What follows belongs to an exercise in optimizing a design on an open flow for small area and a short achievable clock period; a production flow would make more cautious choices.
Where RTL was checked, it was by simulation tests only, not by an equivalence proof against the original.
The RTL of run 2 was laid out without a check of its function.

--- design/flow/design.v ---
module fm_demod (
    input  wire        clk,
    input  wire        rst,         
    input  wire        in_valid,
    input  wire [7:0]  in_i,
    input  wire [7:0]  in_q,
    output wire        out_valid,
    output wire [15:0] out_ph
);
    wire signed [8:0] a_in = $signed({1'b0, in_i}) - 9'sd127;
    wire signed [8:0] b_in = $signed({1'b0, in_q}) - 9'sd127;
    reg  signed [8:0] cur_a, cur_b, prv_a, prv_b;
    reg               v0;
    always @(posedge clk) begin
        if (rst) begin
            cur_a <= 9'sd0;
            cur_b <= 9'sd0;
            v0    <= 1'b0;
        end else begin
            v0 <= in_valid;
            if (in_valid) begin
                cur_a <= a_in;
                cur_b <= b_in;
                prv_a <= cur_a;
                prv_b <= cur_b;
            end
        end
    end
    wire signed [16:0] re_w = cur_a * prv_a + cur_b * prv_b;
    wire signed [16:0] im_w = cur_b * prv_a - cur_a * prv_b;
    reg signed [16:0] re_r1;
    always @(posedge clk) re_r1 <= re_w;
    reg signed [16:0] im_r1;
    always @(posedge clk) im_r1 <= im_w;
    reg v1;
    always @(posedge clk) v1 <= rst ? 1'b0 : v0;
    wire sr = re_r1[16];
    wire si = im_r1[16];
    wire imz = (im_r1 == 17'sd0);
    wire g0 = sr ? (si | imz) : ~si;    
    wire e1 = sr;
    wire e2 = sr ^ ~g0;
    wire e4 = sr ^ g0;
    wire signed [17:0] re_x = {re_r1[16], re_r1};
    wire signed [17:0] im_x = {im_r1[16], im_r1};
    wire [15:0] x_w = (re_x ^ {18{e1}}) + (im_x ^ {18{e2}}) + {e1 & e2, e1 ^ e2};
    wire signed [15:0] y_w = (im_x ^ {18{e1}}) + (re_x ^ {18{e4}}) + {e1 & e4, e1 ^ e4};
    wire [0:0] qs_w = sr;
    wire [0:0] qn_w = si;
    wire [0:0] b0_w = g0;
    reg [15:0] x_r2;
    always @(posedge clk) x_r2 <= x_w;
    reg signed [15:0] y_r2;
    always @(posedge clk) y_r2 <= y_w;
    reg [0:0] qs_r2;
    always @(posedge clk) qs_r2 <= qs_w;
    reg [0:0] qn_r2;
    always @(posedge clk) qn_r2 <= qn_w;
    reg [0:0] b0_r2;
    always @(posedge clk) b0_r2 <= b0_w;
    reg v2;
    always @(posedge clk) v2 <= rst ? 1'b0 : v1;
    wire g1 = ~y_r2[15];    
    wire ng1 = y_r2[15];
    wire signed [15:0] ysh1 = y_r2;
    wire [16:0] xsh1 = x_r2;
    wire [16:0] x_w96 = {x_r2, 1'b0} + ({{1{ysh1[15]}}, ysh1} ^ {17{ng1}}) + ng1;
    wire signed [15:0] y_w97 = {y_r2, 1'b0} + ({1'b0, xsh1} ^ {18{g1}}) + g1;
    wire [0:0] b1_w = g1;
    reg [16:0] x_r3;
    always @(posedge clk) x_r3 <= x_w96;
    reg signed [15:0] y_r3;
    always @(posedge clk) y_r3 <= y_w97;
    reg [0:0] qs_r3;
    always @(posedge clk) qs_r3 <= qs_r2;
    reg [0:0] qn_r3;
    always @(posedge clk) qn_r3 <= qn_r2;
    reg [0:0] b0_r3;
    always @(posedge clk) b0_r3 <= b0_r2;
    reg [0:0] b1_r3;
    always @(posedge clk) b1_r3 <= b1_w;
    reg v3;
    always @(posedge clk) v3 <= rst ? 1'b0 : v2;
    wire g2 = ~y_r3[15];    
    wire ng2 = y_r3[15];
    wire signed [15:0] ysh2 = y_r3;
    wire [18:0] xsh2 = x_r3;
    wire [18:0] x_w121 = {x_r3, 2'b0} + ({{3{ysh2[15]}}, ysh2} ^ {19{ng2}}) + ng2;
    wire signed [17:0] y_w122 = {y_r3, 2'b0} + ({1'b0, xsh2} ^ {20{g2}}) + g2;
    wire [0:0] b2_w = g2;
    reg [18:0] x_r4;
    always @(posedge clk) x_r4 <= x_w121;
    reg signed [17:0] y_r4;
    always @(posedge clk) y_r4 <= y_w122;
    reg [0:0] qs_r4;
    always @(posedge clk) qs_r4 <= qs_r3;
    reg [0:0] qn_r4;
    always @(posedge clk) qn_r4 <= qn_r3;
    reg [0:0] b0_r4;
    always @(posedge clk) b0_r4 <= b0_r3;
    reg [0:0] b1_r4;
    always @(posedge clk) b1_r4 <= b1_r3;
    reg [0:0] b2_r4;
    always @(posedge clk) b2_r4 <= b2_w;
    reg v4;
    always @(posedge clk) v4 <= rst ? 1'b0 : v3;
    wire g3 = ~y_r4[17];    
    wire ng3 = y_r4[17];
    wire signed [17:0] ysh3 = (y_r4 >>> 2);
    wire [19:0] xsh3 = (x_r4 >> 2);
    wire [19:0] x_w148 = {x_r4, 1'b0} + ({{2{ysh3[17]}}, ysh3} ^ {20{ng3}}) + ng3;
    wire signed [17:0] y_w149 = {y_r4, 1'b0} + ({1'b0, xsh3} ^ {21{g3}}) + g3;
    wire [0:0] b3_w = g3;
    reg [19:0] x_r5;
    always @(posedge clk) x_r5 <= x_w148;
    reg signed [17:0] y_r5;
    always @(posedge clk) y_r5 <= y_w149;
    reg [0:0] qs_r5;
    always @(posedge clk) qs_r5 <= qs_r4;
    reg [0:0] qn_r5;
    always @(posedge clk) qn_r5 <= qn_r4;
    reg [0:0] b0_r5;
    always @(posedge clk) b0_r5 <= b0_r4;
    reg [0:0] b1_r5;
    always @(posedge clk) b1_r5 <= b1_r4;
    reg [0:0] b2_r5;
    always @(posedge clk) b2_r5 <= b2_r4;
    reg [0:0] b3_r5;
    always @(posedge clk) b3_r5 <= b3_w;
    reg v5;
    always @(posedge clk) v5 <= rst ? 1'b0 : v4;
    wire g4 = ~y_r5[17];    
    wire ng4 = y_r5[17];
    wire signed [17:0] ysh4 = (y_r5 >>> 4);
    wire [19:0] xsh4 = (x_r5 >> 4);
    wire [19:0] x_w177 = x_r5 + ({{2{ysh4[17]}}, ysh4} ^ {20{ng4}}) + ng4;
    wire signed [16:0] y_w178 = y_r5 + ({1'b0, xsh4} ^ {21{g4}}) + g4;
    wire [0:0] b4_w = g4;
    reg [19:0] x_r6;
    always @(posedge clk) x_r6 <= x_w177;
    reg signed [16:0] y_r6;
    always @(posedge clk) y_r6 <= y_w178;
    reg [0:0] qs_r6;
    always @(posedge clk) qs_r6 <= qs_r5;
    reg [0:0] qn_r6;
    always @(posedge clk) qn_r6 <= qn_r5;
    reg [0:0] b0_r6;
    always @(posedge clk) b0_r6 <= b0_r5;
    reg [0:0] b1_r6;
    always @(posedge clk) b1_r6 <= b1_r5;
    reg [0:0] b2_r6;
    always @(posedge clk) b2_r6 <= b2_r5;
    reg [0:0] b3_r6;
    always @(posedge clk) b3_r6 <= b3_r5;
    reg [0:0] b4_r6;
    always @(posedge clk) b4_r6 <= b4_w;
    reg v6;
    always @(posedge clk) v6 <= rst ? 1'b0 : v5;
    wire g5 = ~y_r6[16];    
    wire ng5 = y_r6[16];
    wire signed [16:0] ysh5 = (y_r6 >>> 5);
    wire [19:0] xsh5 = (x_r6 >> 5);
    wire [19:0] x_w208 = x_r6 + ({{3{ysh5[16]}}, ysh5} ^ {20{ng5}}) + ng5;
    wire signed [15:0] y_w209 = y_r6 + ({1'b0, xsh5} ^ {21{g5}}) + g5;
    wire [0:0] b5_w = g5;
    reg [19:0] x_r7;
    always @(posedge clk) x_r7 <= x_w208;
    reg signed [15:0] y_r7;
    always @(posedge clk) y_r7 <= y_w209;
    reg [0:0] qs_r7;
    always @(posedge clk) qs_r7 <= qs_r6;
    reg [0:0] qn_r7;
    always @(posedge clk) qn_r7 <= qn_r6;
    reg [0:0] b0_r7;
    always @(posedge clk) b0_r7 <= b0_r6;
    reg [0:0] b1_r7;
    always @(posedge clk) b1_r7 <= b1_r6;
    reg [0:0] b2_r7;
    always @(posedge clk) b2_r7 <= b2_r6;
    reg [0:0] b3_r7;
    always @(posedge clk) b3_r7 <= b3_r6;
    reg [0:0] b4_r7;
    always @(posedge clk) b4_r7 <= b4_r6;
    reg [0:0] b5_r7;
    always @(posedge clk) b5_r7 <= b5_w;
    reg v7;
    always @(posedge clk) v7 <= rst ? 1'b0 : v6;
    wire g6 = ~y_r7[15];    
    wire ng6 = y_r7[15];
    wire signed [15:0] ysh6 = (y_r7 >>> 6);
    wire [19:0] xsh6 = (x_r7 >> 6);
    wire [19:0] x_w241 = x_r7 + ({{4{ysh6[15]}}, ysh6} ^ {20{ng6}}) + ng6;
    wire signed [14:0] y_w242 = y_r7 + ({1'b0, xsh6} ^ {21{g6}}) + g6;
    wire [0:0] b6_w = g6;
    reg [19:0] x_r8;
    always @(posedge clk) x_r8 <= x_w241;
    reg signed [14:0] y_r8;
    always @(posedge clk) y_r8 <= y_w242;
    reg [0:0] qs_r8;
    always @(posedge clk) qs_r8 <= qs_r7;
    reg [0:0] qn_r8;
    always @(posedge clk) qn_r8 <= qn_r7;
    reg [0:0] b0_r8;
    always @(posedge clk) b0_r8 <= b0_r7;
    reg [0:0] b1_r8;
    always @(posedge clk) b1_r8 <= b1_r7;
    reg [0:0] b2_r8;
    always @(posedge clk) b2_r8 <= b2_r7;
    reg [0:0] b3_r8;
    always @(posedge clk) b3_r8 <= b3_r7;
    reg [0:0] b4_r8;
    always @(posedge clk) b4_r8 <= b4_r7;
    reg [0:0] b5_r8;
    always @(posedge clk) b5_r8 <= b5_r7;
    reg [0:0] b6_r8;
    always @(posedge clk) b6_r8 <= b6_w;
    reg v8;
    always @(posedge clk) v8 <= rst ? 1'b0 : v7;
    wire g7 = ~y_r8[14];    
    wire ng7 = y_r8[14];
    wire signed [14:0] ysh7 = (y_r8 >>> 7);
    wire [19:0] xsh7 = (x_r8 >> 7);
    wire [19:0] x_w276 = x_r8 + ({{5{ysh7[14]}}, ysh7} ^ {20{ng7}}) + ng7;
    wire signed [13:0] y_w277 = y_r8 + ({1'b0, xsh7} ^ {21{g7}}) + g7;
    wire [0:0] b7_w = g7;
    reg [19:0] x_r9;
    always @(posedge clk) x_r9 <= x_w276;
    reg signed [13:0] y_r9;
    always @(posedge clk) y_r9 <= y_w277;
    reg [0:0] qs_r9;
    always @(posedge clk) qs_r9 <= qs_r8;
    reg [0:0] qn_r9;
    always @(posedge clk) qn_r9 <= qn_r8;
    reg [0:0] b0_r9;
    always @(posedge clk) b0_r9 <= b0_r8;
    reg [0:0] b1_r9;
    always @(posedge clk) b1_r9 <= b1_r8;
    reg [0:0] b2_r9;
    always @(posedge clk) b2_r9 <= b2_r8;
    reg [0:0] b3_r9;
    always @(posedge clk) b3_r9 <= b3_r8;
    reg [0:0] b4_r9;
    always @(posedge clk) b4_r9 <= b4_r8;
    reg [0:0] b5_r9;
    always @(posedge clk) b5_r9 <= b5_r8;
    reg [0:0] b6_r9;
    always @(posedge clk) b6_r9 <= b6_r8;
    reg [0:0] b7_r9;
    always @(posedge clk) b7_r9 <= b7_w;
    reg v9;
    always @(posedge clk) v9 <= rst ? 1'b0 : v8;
    wire g8 = ~y_r9[13];    
    wire ng8 = y_r9[13];
    wire signed [13:0] ysh8 = (y_r9 >>> 8);
    wire [19:0] xsh8 = (x_r9 >> 8);
    wire [19:0] x_w313 = x_r9 + ({{6{ysh8[13]}}, ysh8} ^ {20{ng8}}) + ng8;
    wire signed [12:0] y_w314 = y_r9 + ({1'b0, xsh8} ^ {21{g8}}) + g8;
    wire [0:0] b8_w = g8;
    reg [19:0] x_r10;
    always @(posedge clk) x_r10 <= x_w313;
    reg signed [12:0] y_r10;
    always @(posedge clk) y_r10 <= y_w314;
    reg [0:0] qs_r10;
    always @(posedge clk) qs_r10 <= qs_r9;
    reg [0:0] qn_r10;
    always @(posedge clk) qn_r10 <= qn_r9;
    reg [0:0] b0_r10;
    always @(posedge clk) b0_r10 <= b0_r9;
    reg [0:0] b1_r10;
    always @(posedge clk) b1_r10 <= b1_r9;
    reg [0:0] b2_r10;
    always @(posedge clk) b2_r10 <= b2_r9;
    reg [0:0] b3_r10;
    always @(posedge clk) b3_r10 <= b3_r9;
    reg [0:0] b4_r10;
    always @(posedge clk) b4_r10 <= b4_r9;
    reg [0:0] b5_r10;
    always @(posedge clk) b5_r10 <= b5_r9;
    reg [0:0] b6_r10;
    always @(posedge clk) b6_r10 <= b6_r9;
    reg [0:0] b7_r10;
    always @(posedge clk) b7_r10 <= b7_r9;
    reg [0:0] b8_r10;
    always @(posedge clk) b8_r10 <= b8_w;
    reg v10;
    always @(posedge clk) v10 <= rst ? 1'b0 : v9;
    wire g9 = ~y_r10[12];    
    wire ng9 = y_r10[12];
    wire signed [12:0] ysh9 = (y_r10 >>> 9);
    wire [19:0] xsh9 = (x_r10 >> 9);
    wire [19:0] x_w352 = x_r10 + ({{7{ysh9[12]}}, ysh9} ^ {20{ng9}}) + ng9;
    wire signed [11:0] y_w353 = y_r10 + ({1'b0, xsh9} ^ {21{g9}}) + g9;
    wire [0:0] b9_w = g9;
    reg [19:0] x_r11;
    always @(posedge clk) x_r11 <= x_w352;
    reg signed [11:0] y_r11;
    always @(posedge clk) y_r11 <= y_w353;
    reg [0:0] qs_r11;
    always @(posedge clk) qs_r11 <= qs_r10;
    reg [0:0] qn_r11;
    always @(posedge clk) qn_r11 <= qn_r10;
    reg [0:0] b0_r11;
    always @(posedge clk) b0_r11 <= b0_r10;
    reg [0:0] b1_r11;
    always @(posedge clk) b1_r11 <= b1_r10;
    reg [0:0] b2_r11;
    always @(posedge clk) b2_r11 <= b2_r10;
    reg [0:0] b3_r11;
    always @(posedge clk) b3_r11 <= b3_r10;
    reg [0:0] b4_r11;
    always @(posedge clk) b4_r11 <= b4_r10;
    reg [0:0] b5_r11;
    always @(posedge clk) b5_r11 <= b5_r10;
    reg [0:0] b6_r11;
    always @(posedge clk) b6_r11 <= b6_r10;
    reg [0:0] b7_r11;
    always @(posedge clk) b7_r11 <= b7_r10;
    reg [0:0] b8_r11;
    always @(posedge clk) b8_r11 <= b8_r10;
    reg [0:0] b9_r11;
    always @(posedge clk) b9_r11 <= b9_w;
    reg v11;
    always @(posedge clk) v11 <= rst ? 1'b0 : v10;
    wire g10 = ~y_r11[11];    
    wire ng10 = y_r11[11];
    wire signed [11:0] ysh10 = (y_r11 >>> 10);
    wire [19:0] xsh10 = (x_r11 >> 10);
    wire [19:0] x_w393 = x_r11 + ({{8{ysh10[11]}}, ysh10} ^ {20{ng10}}) + ng10;
    wire signed [10:0] y_w394 = y_r11 + ({1'b0, xsh10} ^ {21{g10}}) + g10;
    wire [0:0] b10_w = g10;
    reg [19:0] x_r12;
    always @(posedge clk) x_r12 <= x_w393;
    reg signed [10:0] y_r12;
    always @(posedge clk) y_r12 <= y_w394;
    reg [0:0] qs_r12;
    always @(posedge clk) qs_r12 <= qs_r11;
    reg [0:0] qn_r12;
    always @(posedge clk) qn_r12 <= qn_r11;
    reg [0:0] b0_r12;
    always @(posedge clk) b0_r12 <= b0_r11;
    reg [0:0] b1_r12;
    always @(posedge clk) b1_r12 <= b1_r11;
    reg [0:0] b2_r12;
    always @(posedge clk) b2_r12 <= b2_r11;
    reg [0:0] b3_r12;
    always @(posedge clk) b3_r12 <= b3_r11;
    reg [0:0] b4_r12;
    always @(posedge clk) b4_r12 <= b4_r11;
    reg [0:0] b5_r12;
    always @(posedge clk) b5_r12 <= b5_r11;
    reg [0:0] b6_r12;
    always @(posedge clk) b6_r12 <= b6_r11;
    reg [0:0] b7_r12;
    always @(posedge clk) b7_r12 <= b7_r11;
    reg [0:0] b8_r12;
    always @(posedge clk) b8_r12 <= b8_r11;
    reg [0:0] b9_r12;
    always @(posedge clk) b9_r12 <= b9_r11;
    reg [0:0] b10_r12;
    always @(posedge clk) b10_r12 <= b10_w;
    reg v12;
    always @(posedge clk) v12 <= rst ? 1'b0 : v11;
    wire g11 = ~y_r12[10];    
    wire ng11 = y_r12[10];
    wire signed [10:0] ysh11 = (y_r12 >>> 11);
    wire [19:0] xsh11 = (x_r12 >> 11);
    wire [19:0] x_w436 = x_r12 + ({{9{ysh11[10]}}, ysh11} ^ {20{ng11}}) + ng11;
    wire signed [9:0] y_w437 = y_r12 + ({1'b0, xsh11} ^ {21{g11}}) + g11;
    wire [0:0] b11_w = g11;
    reg [19:0] x_r13;
    always @(posedge clk) x_r13 <= x_w436;
    reg signed [9:0] y_r13;
    always @(posedge clk) y_r13 <= y_w437;
    reg [0:0] qs_r13;
    always @(posedge clk) qs_r13 <= qs_r12;
    reg [0:0] qn_r13;
    always @(posedge clk) qn_r13 <= qn_r12;
    reg [0:0] b0_r13;
    always @(posedge clk) b0_r13 <= b0_r12;
    reg [0:0] b1_r13;
    always @(posedge clk) b1_r13 <= b1_r12;
    reg [0:0] b2_r13;
    always @(posedge clk) b2_r13 <= b2_r12;
    reg [0:0] b3_r13;
    always @(posedge clk) b3_r13 <= b3_r12;
    reg [0:0] b4_r13;
    always @(posedge clk) b4_r13 <= b4_r12;
    reg [0:0] b5_r13;
    always @(posedge clk) b5_r13 <= b5_r12;
    reg [0:0] b6_r13;
    always @(posedge clk) b6_r13 <= b6_r12;
    reg [0:0] b7_r13;
    always @(posedge clk) b7_r13 <= b7_r12;
    reg [0:0] b8_r13;
    always @(posedge clk) b8_r13 <= b8_r12;
    reg [0:0] b9_r13;
    always @(posedge clk) b9_r13 <= b9_r12;
    reg [0:0] b10_r13;
    always @(posedge clk) b10_r13 <= b10_r12;
    reg [0:0] b11_r13;
    always @(posedge clk) b11_r13 <= b11_w;
    reg v13;
    always @(posedge clk) v13 <= rst ? 1'b0 : v12;
    wire g12 = ~y_r13[9];    
    wire ng12 = y_r13[9];
    wire signed [9:0] ysh12 = (y_r13 >>> 12);
    wire [19:0] xsh12 = (x_r13 >> 12);
    wire signed [8:0] y_w481 = y_r13 + ({1'b0, xsh12} ^ {21{g12}}) + g12;
    wire [0:0] b12_w = g12;
    reg signed [8:0] y_r14;
    always @(posedge clk) y_r14 <= y_w481;
    reg [0:0] qs_r14;
    always @(posedge clk) qs_r14 <= qs_r13;
    reg [0:0] qn_r14;
    always @(posedge clk) qn_r14 <= qn_r13;
    reg [0:0] b0_r14;
    always @(posedge clk) b0_r14 <= b0_r13;
    reg [0:0] b1_r14;
    always @(posedge clk) b1_r14 <= b1_r13;
    reg [0:0] b2_r14;
    always @(posedge clk) b2_r14 <= b2_r13;
    reg [0:0] b3_r14;
    always @(posedge clk) b3_r14 <= b3_r13;
    reg [0:0] b4_r14;
    always @(posedge clk) b4_r14 <= b4_r13;
    reg [0:0] b5_r14;
    always @(posedge clk) b5_r14 <= b5_r13;
    reg [0:0] b6_r14;
    always @(posedge clk) b6_r14 <= b6_r13;
    reg [0:0] b7_r14;
    always @(posedge clk) b7_r14 <= b7_r13;
    reg [0:0] b8_r14;
    always @(posedge clk) b8_r14 <= b8_r13;
    reg [0:0] b9_r14;
    always @(posedge clk) b9_r14 <= b9_r13;
    reg [0:0] b10_r14;
    always @(posedge clk) b10_r14 <= b10_r13;
    reg [0:0] b11_r14;
    always @(posedge clk) b11_r14 <= b11_r13;
    reg [0:0] b12_r14;
    always @(posedge clk) b12_r14 <= b12_w;
    reg v14;
    always @(posedge clk) v14 <= rst ? 1'b0 : v13;
    wire [0:0] b13_w = ~y_r14[8];
    reg [0:0] qs_r15;
    always @(posedge clk) qs_r15 <= qs_r14;
    reg [0:0] qn_r15;
    always @(posedge clk) qn_r15 <= qn_r14;
    reg [0:0] b0_r15;
    always @(posedge clk) b0_r15 <= b0_r14;
    reg [0:0] b1_r15;
    always @(posedge clk) b1_r15 <= b1_r14;
    reg [0:0] b2_r15;
    always @(posedge clk) b2_r15 <= b2_r14;
    reg [0:0] b3_r15;
    always @(posedge clk) b3_r15 <= b3_r14;
    reg [0:0] b4_r15;
    always @(posedge clk) b4_r15 <= b4_r14;
    reg [0:0] b5_r15;
    always @(posedge clk) b5_r15 <= b5_r14;
    reg [0:0] b6_r15;
    always @(posedge clk) b6_r15 <= b6_r14;
    reg [0:0] b7_r15;
    always @(posedge clk) b7_r15 <= b7_r14;
    reg [0:0] b8_r15;
    always @(posedge clk) b8_r15 <= b8_r14;
    reg [0:0] b9_r15;
    always @(posedge clk) b9_r15 <= b9_r14;
    reg [0:0] b10_r15;
    always @(posedge clk) b10_r15 <= b10_r14;
    reg [0:0] b11_r15;
    always @(posedge clk) b11_r15 <= b11_r14;
    reg [0:0] b12_r15;
    always @(posedge clk) b12_r15 <= b12_r14;
    reg [0:0] b13_r15;
    always @(posedge clk) b13_r15 <= b13_w;
    reg v15;
    always @(posedge clk) v15 <= rst ? 1'b0 : v14;
    wire [14:0] bsum = (b0_r15 ? 15'd4096 : 15'd0) + (b1_r15 ? 15'd2418 : 15'd0) + (b2_r15 ? 15'd1278 : 15'd0) + (b3_r15 ? 15'd649 : 15'd0) + (b4_r15 ? 15'd326 : 15'd0) + (b5_r15 ? 15'd163 : 15'd0) + (b6_r15 ? 15'd81 : 15'd0) + (b7_r15 ? 15'd41 : 15'd0) + (b8_r15 ? 15'd20 : 15'd0) + (b9_r15 ? 15'd10 : 15'd0) + (b10_r15 ? 15'd5 : 15'd0) + (b11_r15 ? 15'd3 : 15'd0) + (b12_r15 ? 15'd1 : 15'd0) + (b13_r15 ? 15'd1 : 15'd0);
    wire [15:0] z0 = {qs_r15 & qn_r15, qs_r15, 14'd0};
    wire [15:0] zsum = z0 + {bsum, 1'b0} - 16'd9092;
    wire zero = ~qs_r15 & b0_r15 & b1_r15 & b2_r15 & b3_r15 & b4_r15 & b5_r15 & b6_r15 & b7_r15 & b8_r15 & b9_r15 & b10_r15 & b11_r15 & b12_r15 & b13_r15;
    reg [15:0] ph_r;
    reg        vo;
    always @(posedge clk) ph_r <= zero ? 16'd0 : zsum;
    always @(posedge clk) vo <= rst ? 1'b0 : v15;
    assign out_valid = vo;
    assign out_ph    = ph_r;
endmodule
--- design/flow/run.sh ---
#!/bin/bash
# synth_recipe.tcl (not shown) runs the flow's synth.tcl, then flattens the netlist and writes it again
# the make line also repeats each setting of config.mk as NAME=value (left out here)
make -C /OpenROAD-flow-scripts/flow DESIGN_CONFIG=/design/flow/config.mk WORK_HOME=/design/flow/orfs CLKGATE_MAP_FILE= SYNTH_SCRIPT=/design/flow/synth_recipe.tcl finish
--- design/flow/config.mk ---
export PLATFORM = sky130hd
export DESIGN_NAME = fm_demod
export DESIGN_NICKNAME = fm_demod
export VERILOG_FILES = /design/flow/design.v
export SDC_FILE = /design/flow/constraint.sdc
export NUM_CORES = 4
export LEC_CHECK = 0
export CAP_MARGIN = 20
export CORE_MARGIN = 2
export CORE_UTILIZATION = 45
export SLEW_MARGIN = 20
--- design/flow/constraint.sdc ---
create_clock -name core_clock -period 7.0 [get_ports {clk}]
set_input_delay 1.4000 -clock core_clock [delete_from_list [all_inputs] [get_ports {clk}]]
set_output_delay 1.4000 -clock core_clock [all_outputs]
set_load 0.01 [all_outputs]
==> key figures, run 1 <==
Worst setup path
  – R2R depth: 17
  – Setup crit end: re_r1[16]
  – Setup slack, reg-to-reg: 0.59 ns
  – Arr. time, crit path: roughly 7 ns
  – Most common cell on crit path: fa_1
  – FF-to-FF Start: cur_b[2]
  – Crit path largest cell delay: 0.59 ns
  – Worst setup SP type: flip-flop
  – Levels on crit path: 17
  – CP delay by family, top: adder cells
  – Worst-path cell chain: nand2_1, fa_1, fa_1, inv_1, fa_1, fa_1, fa_1, fa_1, fa_1, ha_1, nor3_1, o21ai_0, a31oi_1, o21ai_0, a2111oi_0, o41ai_1, xnor2_1
  – Crit Path Max Fanout: 9
  – Slowest CP cell: fa_1
  – CP Class: flip-flop to flip-flop
  – Crit path buffers/inverters: 1
  – CP Capture Type: flip-flop
  – Crit path launch: cur_b[2]
  – FF-to-FF End: re_r1[16]
  – CP required: about 7.5 ns

Final layout
  – Finished Core Util: 50.1%
  – Syn-to-layout area delta: 10.4%
  – Multi-input gate area: 29000 um2
  – Fillers: 8979
  – Reg area: 12800 um2
  – Layout cells sized above 1: 5.11%
  – ANT cells: 0
  – Commonest non-fill, non-tap cell in the layout: dfxtp_1
  – Commonest non-fill, non-tap cells in the layout: 610 x dfxtp_1, 495 x xnor2_1, 480 x inv_1, 468 x ha_1, 363 x fa_1
  – Final instance area: 48600 um2
  – Fin nets: 5350

CTS
  – H-tree depth: 3
  – Worst skew pair latency: 0.65 ns
  – Clk root buf: clkbuf_16
  – Clk sink count: 632
  – CTS tree: yes
  – Hold-fix buffers, CTS: 0
  – Post-CTS Setup Inserts: 0
  – Clock Path Buffers: 3
  – Inserted Clock Buffers: 75
  – Post-CTS sizing: 0
  – Clock transition at path regs: around 0.060 ns

Worst hold path
  – Min-Delay Path Depth: 0
  – Hold WC Path Type: flip-flop to flip-flop

Place
  – Setup WS pre-CTS: 0.649 ns
  – Routability cong.: 0.862
  – DP Wirelength: between 70000 and 80000 um
  – Post-DP Area: ~46000 um2
  – Port Buffers: 34

STA
  – Layout Skew: 0.0305 ns
  – Max-slew violations: 0
  – Fin worst setup slack: 0.588 ns
  – Unrepaired setup endpoints after global routing: no
  – TNS Setup: 0 ns
  – Crit path time final: around 6.4 ns
  – Final hold vios: 0
  – Setup-failing EPs final: 0
  – Worst Tran Pin Value: 0.976 ns
  – Max-slew headroom: 34.9%
  – Tcrit/Tclk final: 91.6%
  – Highest clock rate: 156 MHz

Routing
  – WL final: a little over 90000 um
  – DRC viols: 0
  – DR pass1 iterations: 7
  – Vias/cell: around 5
  – DRT antenna net count: 0
  – Via count: 29000
  – Initial drt markers: around 1400
  – Routed len/inst: 15.8 um

Global route
  – Routing usage on met2: 32.0%
  – Largest net degree at the start of global routing: 37
  – Grt total ovfl: 0
  – Antenna violations before repair: 2
  – Vias in the first global route: 29400
  – GR Util met3: between 2 and 3%
  – Tot GR Track Use: 19.1%
  – First-pass GRT wire length: 153000 um
  – Met1 Use GR: around a quarter
  – Most Crowded Layer GR: met2

Logic synthesis
  – Yosys warns: 1
  – Synth Area per Inst: 9.90 um2
  – Post-Synthesis Cell Area: 44000 um2
  – Sequential share of the synthesized area: around 29%
  – Dominant synthesized flop cell: dfxtp_1
  – Unique masters post-synth: 80
  – Post-synthesis sequential element count: ~630
  – Ys async rst share: 0%
  – Post-synth EDFFs: 18
  – Post-Synthesis Cells: around 4400

Floorplanning
  – Die Y-Extent: around 320 um
  – I/O pin cnt: 36
  – Die X: ~320 um
  – Core Rows: 114
  – Area of the core: 96900 um2
  – Die area: approximately 100000 um2
  – Initial Utilization: 45.4%

Run
  – Maxcap violations: 0

Status
  – Status: no timing/DRC/antenna violations
==> Yosys cell counts (80+ instances only) <==
library cell  number  area (um2)
a21oi_1          174         871
nor2_1           191         717
and2_1           176        1100
xnor2_1          495        4340
fa_1             363        7270
xor2_1           244        2140
nand3_1           89         445
clkbuf_1          80         300
nand2_1          258         968
o21ai_0           80         400
inv_1            480        1800
ha_1             468        5860
dfxtp_1          614       12300
nor3_1            92         460
==> flip-flops by register name, indices dropped and copies added (netlist names), 17 cells and up <==
name and count:
x_r10 20, x_r11 20, x_r12 20, x_r5 20, x_r6 20, x_r7 20, x_r8 20, x_r9 20
x_r4 19, y_r4 18, y_r5 18, im_r1 17, re_r1 17, x_r3 17, y_r6 17
==> per-layer routing <==
layer	routed length [um]	vias to the layer above
met1	43400	13700
met5	0	-
met4	2200	0
met2	43500	406
li1	-	14700
met3	3270	140
==> cells by family (layout without fill, tap and decap cells) <==
logic type / Yosys count / after routing / synth area share, %
and+or+nand+nor: 1061 / 1061 / 12.2
AOI/OAI and AO/OA: 580 / 580 / 8.80
muxes: 10 / 10 / 0.239
adders and majority gates: 831 / 831 / 29.8
buffers and inverters: 589 / 704 / 5.04
xor gates and xnor gates: 740 / 740 / 14.7
DFF: 632 / 632 / 29.2
other: 1 / 1 / 0.00852
==> final cells by class <==
type	instances	area share (%)
Clock inverter	46	1.26
Multi-Input combinational cell	3223	59.6
Sequential cell	632	26.4
Timing Repair Buffer	87	1.52
Clock buffer	90	4.17
Inverter	481	3.72
Tap cell	1276	3.29
==> worst min-delay path by stage <==
| stage | from | to |
|---|---|---|
| 5_1_grt | b0_r7 | b0_r8 |
| 3_5_place_dp | b0_r14 | b0_r15 |
| 6_report | b0_r9 | b0_r10 |
| 2_1_floorplan | b0_r9 | b0_r10 |
| 4_1_cts | b0_r9 | b0_r10 |
| 3_3_place_gp | qn_r14 | qn_r15 |
==> stage by stage <==
stage / instances / hold slack (ns)
after detailed placement: 5699 / 0.312
after CTS: 5835 / 0.305
final: 5835 / 0.308
after global placement: 5699 / 0.310
after floorplan: 4444 / 0.310
after global routing: 5835 / 0.311
==> inputs of run 2 (changes only) <==
==> design/flow/design.v (replaced) <==
module fm_demod (
    input  wire        clk,
    input  wire        rst,         
    input  wire        in_valid,
    input  wire [7:0]  in_i,
    input  wire [7:0]  in_q,
    output wire        out_valid,
    output wire [15:0] out_ph
);
    localparam NITER = 14;
    localparam W     = 22;    
    localparam ZW    = 16;    
    localparam signed [ZW-1:0] PI = 16'sd16384;
    function automatic signed [ZW-1:0] atan_lut(input integer i);
        case (i)
            0:  atan_lut = 16'sd4096;
            1:  atan_lut = 16'sd2418;
            2:  atan_lut = 16'sd1278;
            3:  atan_lut = 16'sd649;
            4:  atan_lut = 16'sd326;
            5:  atan_lut = 16'sd163;
            6:  atan_lut = 16'sd81;
            7:  atan_lut = 16'sd41;
            8:  atan_lut = 16'sd20;
            9:  atan_lut = 16'sd10;
            10: atan_lut = 16'sd5;
            11: atan_lut = 16'sd3;
            12: atan_lut = 16'sd1;
            13: atan_lut = 16'sd1;
            default: atan_lut = 16'sd0;
        endcase
    endfunction
    wire signed [8:0] a_in = $signed({1'b0, in_i}) - 9'sd127;
    wire signed [8:0] b_in = $signed({1'b0, in_q}) - 9'sd127;
    reg signed [8:0] prev_re, prev_im;
    reg signed [8:0] s0_a, s0_b, s0_c, s0_d;
    reg              s0_v;
    always @(posedge clk) begin
        if (rst) begin
            prev_re <= 9'sd0;
            prev_im <= 9'sd0;
            s0_v    <= 1'b0;
        end else begin
            s0_v <= in_valid;
            if (in_valid) begin
                s0_a    <= a_in;
                s0_b    <= b_in;
                s0_c    <= prev_re;
                s0_d    <= prev_im;
                prev_re <= a_in;
                prev_im <= b_in;
            end
        end
    end
    wire signed [17:0] ac = s0_a * s0_c;
    wire signed [17:0] bd = s0_b * s0_d;
    wire signed [17:0] bc = s0_b * s0_c;
    wire signed [17:0] ad = s0_a * s0_d;
    reg signed [17:0] s1_re, s1_im;
    reg               s1_v;
    always @(posedge clk) begin
        if (rst) begin
            s1_v <= 1'b0;
        end else begin
            s1_v  <= s0_v;
            s1_re <= ac + bd;
            s1_im <= bc - ad;
        end
    end
    wire signed [W-1:0] re_ext = {{(W-18){s1_re[17]}}, s1_re} <<< 4;
    wire signed [W-1:0] im_ext = {{(W-18){s1_im[17]}}, s1_im} <<< 4;
    wire signed [W-1:0]  x  [0:NITER];
    wire signed [W-1:0]  y  [0:NITER];
    wire signed [ZW-1:0] z  [0:NITER];
    wire                 zr [0:NITER];
    wire                 v  [0:NITER];
    reg signed [W-1:0]  p_x, p_y;
    reg signed [ZW-1:0] p_z;
    reg                 p_zr, p_v;
    always @(posedge clk) begin
        if (rst) begin
            p_v <= 1'b0;
        end else begin
            p_v  <= s1_v;
            p_zr <= (s1_re == 18'sd0) && (s1_im == 18'sd0);
            if (s1_re < 0) begin
                p_x <= -re_ext;
                p_y <= -im_ext;
                p_z <= (s1_im >= 0) ? PI : -PI;
            end else begin
                p_x <= re_ext;
                p_y <= im_ext;
                p_z <= {ZW{1'b0}};
            end
        end
    end
    assign x[0]  = p_x;
    assign y[0]  = p_y;
    assign z[0]  = p_z;
    assign zr[0] = p_zr;
    assign v[0]  = p_v;
    genvar k;
    generate
        for (k = 0; k < NITER; k = k + 1) begin : g_iter
            wire signed [W-1:0] xs = x[k] >>> k;
            wire signed [W-1:0] ys = y[k] >>> k;
            reg signed [W-1:0]  xr, yr;
            reg signed [ZW-1:0] zq;
            reg                 zrr, vr;
            always @(posedge clk) begin
                if (rst) begin
                    vr <= 1'b0;
                end else begin
                    vr  <= v[k];
                    zrr <= zr[k];
                    if (y[k] >= 0) begin
                        xr <= x[k] + ys;
                        yr <= y[k] - xs;
                        zq <= z[k] + atan_lut(k);
                    end else begin
                        xr <= x[k] - ys;
                        yr <= y[k] + xs;
                        zq <= z[k] - atan_lut(k);
                    end
                end
            end
            assign x[k+1]  = xr;
            assign y[k+1]  = yr;
            assign z[k+1]  = zq;
            assign zr[k+1] = zrr;
            assign v[k+1]  = vr;
        end
    endgenerate
    assign out_valid = v[NITER];
    assign out_ph    = zr[NITER] ? 16'd0 : z[NITER];
endmodule
==> key figures, run 2 <==
Place
  – Port Buffers: 34 (unchanged)
  – Post-Place Cells: 9841 (was 5699)
  – DP Wirelength: 138000 um (was 74000 um)
  – Routability cong.: 0.882 (was 0.862)

Logic synthesis
  – Top cell type's share of synthesized area: 32.1% (was 27.9%)
  – Ys async rst share: 0% (unchanged)
  – Dominant synthesized flop cell: edfxtp_1 (was dfxtp_1)
  – Count leader, synth: ha_1 (was dfxtp_1)
  – Post-Synthesis Cells: 7634 (was 4444)
  – Post-synthesis sequential element count: 845 (was 632)
  – Area contributors post-synth: edfxtp_1 32%, ha_1 14%, fa_1 9.7% (was dfxtp_1 28%, fa_1 17%, ha_1 13%)
  – Synth Area per Inst: 9.91 um2 (was 9.90 um2)
  – Yosys warns: 1 (unchanged)
  – Unique masters post-synth: 87 (was 80)
  – Post-Synthesis Cell Area: 75700 um2 (was 44000 um2)
  – Yosys top cell by area: edfxtp_1 (was dfxtp_1)
  – Sequential share of the synthesized area: 33.1% (was 29.2%)
  – List of most frequent post-synthesis cells: 863 x ha_1, 810 x edfxtp_1, 669 x xnor2_1 (was 614 x dfxtp_1, 495 x xnor2_1, 480 x inv_1)
  – Post-synth EDFFs: 810 (was 18)

CTS
  – Hold-fix buffers, CTS: 0 (unchanged)
  – CTS tree: yes (unchanged)
  – Clock Path Buffers: 3 (unchanged)
  – Inserted Clock Buffers: 102 (was 75)
  – Clk sink count: 845 (was 632)
  – Post-CTS sizing: 0 (unchanged)
  – Worst skew pair latency: 0.73 ns (was 0.65 ns)
  – H-tree depth: 3 (unchanged)
  – Clk root buf: clkbuf_16 (unchanged)
  – Clock transition at path regs: 0.06 ns (about the same)

Final layout
  – Fin nets: 9002 (was 5350)
  – Layout cells sized above 1: 3.84% (was 5.11%)
  – Commonest non-fill, non-tap cells in the layout: 863 x ha_1, 810 x edfxtp_1, 669 x xnor2_1, 641 x inv_1, 583 x nor2_1 (was 610 x dfxtp_1, 495 x xnor2_1, 480 x inv_1, 468 x ha_1, 363 x fa_1)
  – Fillers: 15300 (was 8979)
  – Commonest non-fill, non-tap cell in the layout: ha_1 (was dfxtp_1)
  – Top Registers: g_iter.yr: 257 flops, g_iter.xr: 241 flops, g_iter.zq: 187 flops
  – Syn-to-layout area delta: 9.23% (was 10.4%)
  – Register bank with the most flops: g_iter.yr
  – Post-route insts no fill: 10100 (was 5835)
  – Max FFs per register: between 200 and 300

STA
  – Crit path time final: 6.64 ns (was 6.41 ns)
  – Layout Skew: 0.0491 ns (was 0.0305 ns)
  – Hold slack: 0.395 ns (was 0.308 ns)
  – Unrepaired setup endpoints after global routing: no (unchanged)
  – TNS Setup: 0 ns (unchanged)
  – Max-slew violations: 0 (unchanged)
  – Setup-failing EPs final: 0 (unchanged)
  – Tcrit/Tclk final: 94.9% (was 91.6%)
  – Max-slew headroom: 28.9% (was 34.9%)
  – Worst Tran Pin Value: 1.07 ns (was 0.976 ns)
  – Final hold vios: 0 (unchanged)
  – Highest clock rate: 151 MHz (was 156 MHz)

Floorplanning
  – Die Y-Extent: 414 um (was 317 um)
  – I/O pin cnt: 36 (unchanged)
  – Core Rows: 150 (was 114)
  – Initial Utilization: 45.3% (was 45.4%)
  – Die area: 171000 um2 (was 100000 um2)
  – Die X: 414 um (was 317 um)
  – Area of the core: 167000 um2 (was 96900 um2)

Global route
  – Largest net degree at the start of global routing: 169 (was 37)
  – First-pass GRT wire length: 284000 um (was 153000 um)
  – Tot GR Track Use: 20.3% (was 19.1%)
  – Grt total ovfl: 0 (unchanged)
  – Vias in the first global route: 53800 (was 29400)
  – Antenna violations before repair: 4 (was 2)

Worst setup path
  – Setup slack, reg-to-reg: 0.36 ns (was 0.59 ns)
  – CP Capture Type: flip-flop (unchanged)
  – Arr. time, crit path: 7.11 ns (was 6.94 ns)
  – CP Class: flip-flop to flip-flop (unchanged)
  – Crit Path Max Fanout: 18 (was 9)
  – Worst setup SP type: flip-flop (unchanged)
  – CP required: 7.46 ns (was 7.53 ns)

Status
  – Status: no timing/DRC/antenna violations (unchanged)

Routing
  – Via count: 55000 (was 29000)
  – Routed len/inst: 17.5 um (was 15.8 um)
  – DRT antenna net count: 0 (unchanged)
  – Vias/cell: 5.47 (was 4.97)
  – DRC viols: 0 (unchanged)
  – DR pass1 iterations: 6 (was 7)
  – WL final: 176000 um (was 92400 um)
  – Initial drt markers: 3581 (was 1399)

Worst hold path
  – Hold WC Path Type: flip-flop to flip-flop (unchanged)

Run
  – Maxcap violations: 0 (unchanged)
[run 2: logic make-up (layout without fill, tap and decap cells)]
family / Yosys count / count (layout) / synth area share [%]
multiplexers: 40 / 40 / 0.531
other: 1 / 59 / 0.00496
XOR/XNOR: 923 / 923 / 10.7
adder cells (fa/ha/maj): 1228 / 1228 / 23.9
flip-flops: 845 / 845 / 33.1
buffers and inverters: 784 / 938 / 3.89
AO/OA/AOI/OAI: 1615 / 1615 / 13.8
AND/OR/NAND/NOR: 2198 / 2198 / 14.1
[run 2: cell type report]
| type | instances | area [um2] | area share (%) |
|---|---|---|---|
| Sequential cell | 845 | 25000 | 30.3 |
| Multi-Input combinational cell | 6060 | 47900 | 58.0 |
| Inverter | 644 | 2420 | 2.93 |
| Timing Repair Buffer | 102 | 958 | 1.16 |
| Clock inverter | 75 | 905 | 1.09 |
| Antenna cell | 3 | 7.51 | 0.00908 |
| Tap cell | 2204 | 2760 | 3.34 |
| Clock buffer | 117 | 2670 | 3.23 |
[run 2: timing repair]
| action | CTS | global route |
|---|---|---|
| buffers inserted | 0 | 13 |
| endpoints found under the hold margin | 0 | 0 |
| setup endpoints to repair | 0 | 2 |
[run 2: worst max-delay path: stages (launching register included)]
cell	delay, ns
edfxtp_1	0.76
nand2_1	0.22
fa_1	0.54
inv_1	0.06
fa_1	0.51
inv_1	0.06
fa_1	0.51
inv_1	0.05
fa_1	0.49
fa_1	0.56
fa_1	0.43
ha_1	0.29
ha_1	0.35
and3_1	0.19
o311ai_0	0.09
nand3_1	0.17
o41ai_1	0.58
o2111ai_1	0.23
a21oi_1	0.21
xnor2_1	0.07
[run 2: path summary, 6_finish.rpt]
kind                               startpoint        endpoint  depth (start not counted)
worst max-delay path                  s0_c[2]       s1_im[17]                         19
worst min-delay path            g_iter[9].zrr  g_iter[10].zrr                          0
worst max register to register        s0_c[2]       s1_im[17]                         19
worst min register to register  g_iter[9].zrr  g_iter[10].zrr                          0
[run 2: stage by stage]
| stage | utilization, % | worst slack, ns | cell area, um2 |
|---|---|---|---|
| floorplan | - | -6.70 | 75900 |
| global placement | 47.2 | 0.180 | 78900 |
| detailed placement | 47.2 | 0.224 | 78900 |
| CTS | 49.4 | 0.174 | 82500 |
| global route | 49.5 | 0.00466 | 82600 |
| finish | 49.5 | 0.357 | 82600 |
[run 2: layer usage]
layer | GRT usage [%] | vias to the layer above | part of all wire [%]
li1 | - | 27300 | -
met1 | 27.7 | 26500 | 46
met2 | 33.7 | 974 | 47
met3 | 2.81 | 231 | 4.6
met4 | 5.51 | 0 | 2.3
met5 | 0 | - | 0

-- re-timing with driven ports --
How much do the figures lean on ideal ports? The routed layouts below were timed once more, with nothing changed but the port constraints.
Step 1: set_driving_cell puts a clkbuf_16 on clk and a buf_2 on each other input, an assumption about the parent block.
Step 2 times the ports against the registers' clock, not the clock port: input delays grow and output delays shrink by t, the midpoint of the rising clock arrivals with the driver on.
a / b / c = no drivers / after step 1 / after step 2; a / b = the first two.
run | t (ns) | setup WS [ns] | worst setup path at the end | latest minus earliest clock arrival (ns)
run 1 | 0.704 | 0.588 / 0.588 / 0.588 | register to register | 0.039 / 0.039
run 2 | 0.785 | 0.357 / 0.357 / 0.357 | register to register | 0.067 / 0.067
After both steps setup and hold are still met in every run listed.
